This design comes from an exercise in tuning for small area, a short achievable clock period and few clock cycles per item on the open sky130 flow, not from production work.
Function was checked by simulation only, so behaviour that the tests miss may differ from the original.

Setup of main:
==> flow/design.v (excerpt) <==
module csb_crc (
    input  wire        clk,
    input  wire        rst,         
    input  wire        in_valid,
    output wire        in_ready,
    input  wire        in_init,
    input  wire [2:0]  in_nbytes,   
    input  wire [31:0] in_data,
    output wire        idle,
    output wire [31:0] result
);
Size in the first run: ~460 cells after synthesis, ~0.0045 mm2 of cells after synthesis.
Settings: LEC_CHECK=0, CAP_MARGIN=20, CORE_MARGIN=2, CORE_UTILIZATION=40, CTS_BUF_LIST=sky130_fd_sc_hd__clkbuf_4 sky130_fd_sc_hd__clkbuf_8, CTS_CLUSTER_DIAMETER=100, CTS_CLUSTER_SIZE=30, SETUP_SLACK_MARGIN=3.1, SLEW_MARGIN=20; clock period 5.0 ns.
standard.sh (not shown) runs the stock make flow with config.mk's settings and CLKGATE_MAP_FILE= SYNTH_SCRIPT=/design/flow/synth_recipe.tcl, a recipe that flattens the netlist after the stock synthesis.
==> flow/flow/run.sh <==
#!/bin/bash
# Standard layout, with plain buf_1 cells as the port buffers and the
# state flip-flops (which drive the whole next-state network and the
# result ports) upsized after placement.
set -e
export BUFFER_PORTS_ARGS="-buffer_cell sky130_fd_sc_hd__buf_1"
bash standard.sh place > standard_place.log 2>&1
openroad -no_init -exit flow/upsize.tcl > upsize.log 2>&1
bash standard.sh finish > standard.log 2>&1
==> flow/flow/upsize.tcl <==
# Upsize the code register's flip-flops in the placed design, then
# legalize the placement again.
set odb orfs/results/sky130hd/csb_crc/base/3_place.odb
read_db $odb
read_liberty $::env(FLOW_HOME)/platforms/sky130hd/lib/sky130_fd_sc_hd__tt_025C_1v80.lib
set block [ord::get_db_block]
set n 0
foreach inst [$block getInsts] {
  if {[[$inst getMaster] getName] eq "sky130_fd_sc_hd__dfxtp_1" && [string match "code*" [$inst getName]]} {
    replace_cell [$inst getName] sky130_fd_sc_hd__dfxtp_4
    incr n
  }
}
puts "upsized $n flip-flops"
detailed_placement
check_placement
write_db $odb
Testbench counts of main, summed over its fixed seeds: cycles 24,576, bytes 97,536.
Setup changes, main to the feature branch
- changing SETUP_SLACK_MARGIN from 3.1 to 2.7
==> flow/flow/run.sh <==
#!/bin/bash
# Standard layout, with plain buf_1 cells as the port buffers.
export BUFFER_PORTS_ARGS="-buffer_cell sky130_fd_sc_hd__buf_1"
bash standard.sh > standard.log 2>&1
removed: flow/flow/upsize.tcl
Findings:
- Worst setup slack: the feature branch lower than main
- In the flow results for main and the feature branch, the global-route wire length before repair is larger on main.
- Taking main as the reference, in the feature branch number of instances resized during post-cts repair moved down; DRC violation count after routing now sits at about the same level.
- [compare] base=main new=the feature branch: total non-filler cell area in the finished layout decreased by about 30% relative to the old numbers, multi-input gate share of the layout cell area increased by 12 points relative to the old numbers, ratio of final minimum period to clock period increased by 2.8 points relative to the old numbers.
- The feature branch vs main: critical path's largest stage delay up

* * *

Starting RTL as in the previous note.
==> flow/config.mk <==
export PLATFORM = sky130hd
export DESIGN_NAME = csb_crc
export DESIGN_NICKNAME = csb_crc
export VERILOG_FILES = /design/flow/design.v
export SDC_FILE = /design/flow/constraint.sdc
export NUM_CORES = 4
export LEC_CHECK = 0
export CAP_MARGIN = 20
export CORE_MARGIN = 2
export CORE_UTILIZATION = 40
export CTS_BUF_LIST = sky130_fd_sc_hd__clkbuf_4 sky130_fd_sc_hd__clkbuf_8
export CTS_CLUSTER_DIAMETER = 100
export CTS_CLUSTER_SIZE = 30
export SETUP_SLACK_MARGIN = 2.9
export SLEW_MARGIN = 20
==> flow/constraint.sdc <==
create_clock -name core_clock -period 5.0 [get_ports {clk}]
set_input_delay 1.0000 -clock core_clock [delete_from_list [all_inputs] [get_ports {clk}]]
set_output_delay 1.0000 -clock core_clock [all_outputs]
set_load 0.01 [all_outputs]
==> flow/flow/run.sh <==
#!/bin/bash
# Standard layout, with plain buf_1 cells as the port buffers and the
# state flip-flops (which drive the whole next-state network and the
# result ports) upsized after placement.
set -e
export BUFFER_PORTS_ARGS="-buffer_cell sky130_fd_sc_hd__buf_1"
bash standard.sh place > standard_place.log 2>&1
openroad -no_init -exit flow/upsize.tcl > upsize.log 2>&1
bash standard.sh finish > standard.log 2>&1
==> flow/flow/upsize.tcl <==
# Upsize the code register's flip-flops in the placed design, then
# legalize the placement again.
set odb orfs/results/sky130hd/csb_crc/base/3_place.odb
read_db $odb
read_liberty $::env(FLOW_HOME)/platforms/sky130hd/lib/sky130_fd_sc_hd__tt_025C_1v80.lib
set block [ord::get_db_block]
set n 0
foreach inst [$block getInsts] {
  if {[[$inst getMaster] getName] eq "sky130_fd_sc_hd__dfxtp_1" && [string match "code*" [$inst getName]]} {
    replace_cell [$inst getName] sky130_fd_sc_hd__dfxtp_4
    incr n
  }
}
puts "upsized $n flip-flops"
detailed_placement
check_placement
write_db $odb
Testbench counts at the start, summed over its fixed seeds: cycles 24,576, bytes 97,536.
Change:
--- a/flow/flow/upsize.tcl
+++ b/flow/flow/upsize.tcl
@@ -9,3 +9,3 @@
   if {[[$inst getMaster] getName] eq "sky130_fd_sc_hd__dfxtp_1" && [string match "code*" [$inst getName]]} {
-    replace_cell [$inst getName] sky130_fd_sc_hd__dfxtp_4
+    replace_cell [$inst getName] sky130_fd_sc_hd__dfxtp_2
     incr n
- SETUP_SLACK_MARGIN: 2.9 -> 3.0
Worst setup slack gets better by 0.025 ns.
Wire length grows by 2.6%.
Global-route usage fell by 0.28 points.
Design area increases by 12%.
Clock skew is about the same.
Hold slack is better by 0.0098 ns.
Change:
- PLACE_DENSITY: unset -> 0.75
- TNS_END_PERCENT: unset -> 0
After rerunning: The changed run finished clean. Utilization went down by 9.1 points. Clock-buffer cell count went up by 1. Hold slack got worse by 0.021 ns. Routed wire length decreases by 6.0%. Via count falls by 3.3%. Synthesized cell count does not change. Design area came out lower by 16%. Register-to-register slack loses 0.12 ns.

==> static timing again, ports no longer ideal <==
The results above use ideal ports. As a check the final layouts listed here were re-extracted and re-timed, cells and wires unchanged. Step 1 sets driving cells, clkbuf_16 on the clock port and buf_2 on the other inputs (assumed; they add their load-dependent delay and slew). Step 2, shift: input delay + t, output delay - t, t = (earliest + latest rising clock arrival at the registers) / 2. This alone moves slack from input paths to output paths. Slacks: ideal / step 1 / step 2; pairs: ideal / step 1.
run | t (ns) | setup slack, ns | worst setup path after step 2
main | 0.367 | 2.869 / 2.869 / 2.747 | input to register
the feature branch | 0.337 | 2.728 / 2.728 / 2.501 | input to register
the first run of note 2 | 0.342 | 2.942 / 2.909 / 2.695 | input to register
the second run of note 2 | 0.339 | 2.967 / 2.943 / 2.716 | input to register
the third run of note 2 | 0.336 | 2.847 / 2.847 / 2.623 | input to register
After both steps setup and hold are still met in every run listed. The setup slack of the second run of note 2, which loses most, moves by -0.024 ns with the drivers and by -0.251 ns with both steps.
